This design comes from an exercise in tuning for small area, a short achievable clock period and few clock cycles per item on the open sky130 flow, not from production work.
At most, simulation tests tie the RTL to the original design; equivalence was not proved.
Power and IR drop assume default switching activity.

==> flow/design.v (excerpt) <==
module lzdec (
    input  wire        clk,
    input  wire        rst,             
    input  wire        cmd_valid,
    output wire        cmd_ready,
    input  wire        cmd_kind,        
    input  wire        cmd_len_known,
    input  wire        cmd_cap_en,
    input  wire [15:0] cmd_src_len,
    input  wire [31:0] cmd_skip,
    input  wire [31:0] cmd_take,
    input  wire [31:0] cmd_max_out,
    input  wire [7:0]  cmd_fill,
    input  wire        in_valid,
    input  wire [7:0]  in_data,
    output wire        in_ready,
    output wire        out_valid,
    output wire [7:0]  out_data,
    input  wire        out_ready,
    output wire        done,
    output wire [2:0]  err,
    output wire        win_we,
    output wire [11:0] win_waddr,
    output wire [7:0]  win_wdata,
    output wire [11:0] win_raddr,
    input  wire [7:0]  win_rdata
);
==> flow/config.mk <==
export PLATFORM = sky130hd
export DESIGN_NAME = lzdec
export DESIGN_NICKNAME = lzdec
export VERILOG_FILES = /design/flow/design.v
export SDC_FILE = /design/flow/constraint.sdc
export NUM_CORES = 4
export LEC_CHECK = 0
export ABC_CLOCK_PERIOD_IN_PS = 3500
export CAP_MARGIN = 0
export CORE_MARGIN = 2
export CORE_UTILIZATION = 60
export SETUP_SLACK_MARGIN = 1.5
export SLEW_MARGIN = 0
==> flow/constraint.sdc <==
create_clock -name core_clock -period 6.0 [get_ports {clk}]
set_input_delay 1.2000 -clock core_clock [delete_from_list [all_inputs] [get_ports {clk}]]
set_output_delay 1.2000 -clock core_clock [all_outputs]
set_load 0.01 [all_outputs]
standard.sh (not shown) runs the stock make flow with config.mk's settings and CLKGATE_MAP_FILE= SYNTH_SCRIPT=/design/flow/synth_recipe.tcl, a recipe that flattens the netlist after the stock synthesis.
==> flow/flow/run.sh <==
#!/bin/bash
# The standard layout, with the port buffers that buffer_ports inserts made of
# plain buffers (buf_2) instead of the delay-buffer cell it picks by default.
set -euo pipefail
export BUFFER_PORTS_ARGS="-buffer_cell sky130_fd_sc_hd__buf_2"
bash standard.sh > standard_flow.log 2>&1
Testbench counts at the start, summed over its fixed seeds: cycles 594,718, bytes 529,560.
Then changed:
--- a/flow/design.v
+++ b/flow/design.v
@@ -71,12 +71,13 @@
     reg         lo_set;        
     reg         far_bad;       
     reg         far_a1;        
     reg         far_a2;        
     reg         c_act;
     reg         c_last;
+    reg         c_byp;
     reg         c_off;         
     reg  [32:0] c_n;
     reg  [12:0] c_d;           
     reg         w_valid;
     reg         w_ram;         
     reg  [7:0]  w_byte;        
@@ -470,13 +471,13 @@
                 sub14[i] = pro[i] ^ gg[i - 1];
         end
     endfunction
     wire [12:0] dsel = c_act ? c_d : last_off;
     wire [13:0] rsrc = sub14({1'b0, full, ni}, {1'b0, dsel});
     wire        rneg = rsrc[13];   
-    wire        rbyp = (dsel == 13'd1);    
+    wire        rbyp = c_act ? c_byp : (last_off == 13'd1);
     assign win_raddr = rsrc[11:0];
     always @(posedge clk) begin
         if (rst) begin
             run     <= 1'b0;
             fin     <= 1'b0;
             err_r   <= E_NONE;
@@ -556,12 +557,13 @@
                     err_r <= e_err;
             end
             if (!c_act || (c_last && r2w)) begin
                 c_n    <= e_n;
                 c_last <= fast_go ? e_n2 : e_n1;
                 c_off  <= fast_go;
+                c_byp  <= (e_d == 13'd1);
                 c_d    <= e_d;
             end else if (r2w) begin
                 c_n    <= c_n - 33'd1;
                 c_last <= (c_n == {31'd0, 1'b1, c_off});
             end
             if (cpy_go)
Area after synthesis grows by 1.3%.
Final area grows by 1.2%.
Non-clock buffer count shrinks by 3.
Via count grows by 3.7%.
Sequential share of layout area shrinks by 0.30 points.
Global-route usage grows by 0.72 points.
Wire length grows by 3.2%.
Combinational power hardly moves.
Testbench counts after the change, summed over its fixed seeds: cycles 594,718, bytes 529,560.

--- another note on this design; it stands on its own ---

## lzdec
module lzdec (
    input  wire        clk,
    input  wire        rst,             
    input  wire        cmd_valid,
    output wire        cmd_ready,
    input  wire        cmd_kind,        
    input  wire        cmd_len_known,
    input  wire        cmd_cap_en,
    input  wire [15:0] cmd_src_len,
    input  wire [31:0] cmd_skip,
    input  wire [31:0] cmd_take,
    input  wire [31:0] cmd_max_out,
    input  wire [7:0]  cmd_fill,
    input  wire        in_valid,
    input  wire [7:0]  in_data,
    output wire        in_ready,
    output wire        out_valid,
    output wire [7:0]  out_data,
    input  wire        out_ready,
    output wire        done,
    output wire [2:0]  err,
    output wire        win_we,
    output wire [11:0] win_waddr,
    output wire [7:0]  win_wdata,
    output wire [11:0] win_raddr,
    input  wire [7:0]  win_rdata
);
For scale: roughly 2,000 cells after synthesis, ~280 flip-flops, ~190 I/O pins.
clock: 6.0 ns
lec_check: 0
abc_clock_period_in_ps: 4000
cap_margin: 0
core_margin: 2
core_utilization: 60
setup_slack_margin: 1.6
slew_margin: 0
standard.sh (not shown) runs the stock make flow with config.mk's settings and CLKGATE_MAP_FILE= SYNTH_SCRIPT=/design/flow/synth_recipe.tcl, a recipe that flattens the netlist after the stock synthesis.
==> flow/flow/run.sh <==
#!/bin/bash
# The standard layout, with the port buffers that buffer_ports inserts made of
# plain buffers (buf_2) instead of the delay-buffer cell it picks by default.
set -euo pipefail
export BUFFER_PORTS_ARGS="-buffer_cell sky130_fd_sc_hd__buf_2"
bash standard.sh > standard_flow.log 2>&1
Testbench counts at the start, summed over its fixed seeds: cycles 594,718, bytes 529,560.
Next try:
CORE_UTILIZATION = 65   (was 60)
SETUP_SLACK_MARGIN = 1.7   (was 1.6)
Effect: Total power falls by 5.1%. Die area fell by 7.5%. Clock skew climbs by 3.9 ps. Worst setup slack degrades by 93 ps. Maximum frequency went down by 2.1%.

--- another note on this design; it stands on its own ---

==> build 88: inputs <==
## lzdec
module lzdec (
    input  wire        clk,
    input  wire        rst,             
    input  wire        cmd_valid,
    output wire        cmd_ready,
    input  wire        cmd_kind,        
    input  wire        cmd_len_known,
    input  wire        cmd_cap_en,
    input  wire [15:0] cmd_src_len,
    input  wire [31:0] cmd_skip,
    input  wire [31:0] cmd_take,
    input  wire [31:0] cmd_max_out,
    input  wire [7:0]  cmd_fill,
    input  wire        in_valid,
    input  wire [7:0]  in_data,
    output wire        in_ready,
    output wire        out_valid,
    output wire [7:0]  out_data,
    input  wire        out_ready,
    output wire        done,
    output wire [2:0]  err,
    output wire        win_we,
    output wire [11:0] win_waddr,
    output wire [7:0]  win_wdata,
    output wire [11:0] win_raddr,
    input  wire [7:0]  win_rdata
);
clock: 6.0 ns
lec_check: 0
cap_margin: 20
core_margin: 2
core_utilization: 40
slew_margin: 20
standard.sh (not shown) runs the stock make flow with config.mk's settings and CLKGATE_MAP_FILE= SYNTH_SCRIPT=/design/flow/synth_recipe.tcl, a recipe that flattens the netlist after the stock synthesis.
==> flow/flow/run.sh <==
#!/bin/bash
# The standard layout, with the port buffers that buffer_ports inserts made of
# plain buffers (buf_2) instead of the delay-buffer cell it picks by default.
set -euo pipefail
export BUFFER_PORTS_ARGS="-buffer_cell sky130_fd_sc_hd__buf_2"
bash standard.sh > standard_flow.log 2>&1
==> build 73 (differences from build 88) <==
==> flow/run.sh (new file) <==
#!/bin/bash
# synth_recipe.tcl (not shown) runs the flow's synth.tcl, then flattens the netlist and writes it again
# the make line also repeats each setting of config.mk as NAME=value (left out here)
make -C /OpenROAD-flow-scripts/flow DESIGN_CONFIG=/design/flow/config.mk WORK_HOME=/design/flow/orfs CLKGATE_MAP_FILE= SYNTH_SCRIPT=/design/flow/synth_recipe.tcl finish
- ABC_CLOCK_PERIOD_IN_PS: not set -> 3500
- CAP_MARGIN: 20 -> 0
- CORE_UTILIZATION: 40 -> 60
- SETUP_SLACK_MARGIN: not set -> 1.5
- SLEW_MARGIN: 20 -> 0
removed: flow/flow/run.sh
removed: flow/standard.sh
==> build 55 (differences from build 88) <==
- ABC_CLOCK_PERIOD_IN_PS: not set -> 3000
- CAP_MARGIN: 20 -> 0
- CORE_UTILIZATION: 40 -> 65
- SETUP_SLACK_MARGIN: not set -> 2.2
- SLEW_MARGIN: 20 -> 0
==> results.toml <==
[outcome]
status = "no timing/DRC/antenna violations"

[finish]
insertedDiodeCount = 3
nets = 2425
area_growth_pct = 14.61

[pwr]
power.density_nw_per_um2 = 234.2
ir_drop_v = 0.0001943

[timing]
slew_headroom_pct = 26.07
worstMarginPinSlew_ps = 1106

[global_routing]
grt_use_met2_pct = 33.85
grt_max_degree = 97

[die]
num_rows = 79
tapCellCount = 607

[routing]
num_vias = 16790

[placement]
dpl.cell_count = 2812
placedInstanceArea_um2 = 20290
That was build 88.
==> results.toml <==
[finish]
insertedDiodeCount = 2
nets = 2507
area_growth_pct = 19.83
bufAreaShareNonClock_pct = 9.019

[worst_hold_path]
hold_path_depth = 2

[die]
num_rows = 62
die_h_um = 174.1
tapCellCount = 384

[placement]
dpl.cell_count = 2574
placedInstanceArea_um2 = 19940

[global_routing]
grt_max_degree = 229
grt_use_met2_pct = 55.53

[outcome]
status = "no timing/DRC/antenna violations"

[pwr]
power.density_nw_per_um2 = 214.7
ir_drop_v = 0.0002621

[timing]
slew_headroom_pct = 21.33
That was build 55.
==> results.toml <==
[timing]
slew_headroom_pct = 17.51
worstMarginPinSlew_ps = 1234

[placement]
placedInstanceArea_um2 = 20960
dpl.cell_count = 2598

[finish]
insertedDiodeCount = 0
nets = 2437

[global_routing]
grt_use_met2_pct = 52.86

[routing]
num_vias = 17400

[die]
num_rows = 64
tapCellCount = 396

[pwr]
ir_drop_v = 0.0003227

[outcome]
status = "no timing/DRC/antenna violations"
That was build 73.
No run of this note included a check of the RTL's function; only the layout flow was run.

port drivers added, routing unchanged:
Ports are ideal in the flow. The routed layouts listed here were re-timed in OpenROAD.
Step 1 (the two cells are an assumption about what drives the block):
set clk [get_ports {clk}]
set_driving_cell -lib_cell sky130_fd_sc_hd__clkbuf_16 $clk
set_driving_cell -lib_cell sky130_fd_sc_hd__buf_2 [delete_from_list [all_inputs] $clk]
Step 2 moves the port delays by t, midway between the first and last clock arrival at a register: inputs arrive t later, outputs are due t later. That takes back most of the time a late clock gives input paths.
Three values: no drivers, after step 1, after step 2; two values: the first two.
run | t, ns | slack for setup (ns) | hold WS [ns] | worst register clock-pin slew, ns
the first run of note 1 | 0.568 | 1.533 / 1.475 / 1.318 | 0.480 / 0.480 / 0.480 | 0.07 / 0.07
the second run of note 1 | 0.579 | 1.653 / 1.629 / 1.348 | 0.467 / 0.467 / 0.467 | 0.07 / 0.07
the first run of note 2 | 0.558 | 1.622 / 1.571 / 1.251 | 0.457 / 0.457 / 0.457 | 0.07 / 0.07
the second run of note 2 | 0.614 | 1.529 / 1.476 / 1.409 | 0.478 / 0.478 / 0.478 | 0.07 / 0.07
build 88 | 0.591 | 0.632 / 0.581 / 0.940 | 0.462 / 0.462 / 0.462 | 0.06 / 0.06
build 73 | 0.617 | 1.381 / 1.330 / 1.519 | 0.466 / 0.466 / 0.466 | 0.07 / 0.07
build 55 | 0.622 | 1.424 / 1.372 / 1.824 | 0.467 / 0.467 / 0.467 | 0.07 / 0.07
After both steps setup and hold are still met in every run listed. The setup slack of the first run of note 2, which loses most, moves by -0.051 ns with the drivers and by -0.371 ns with both steps.
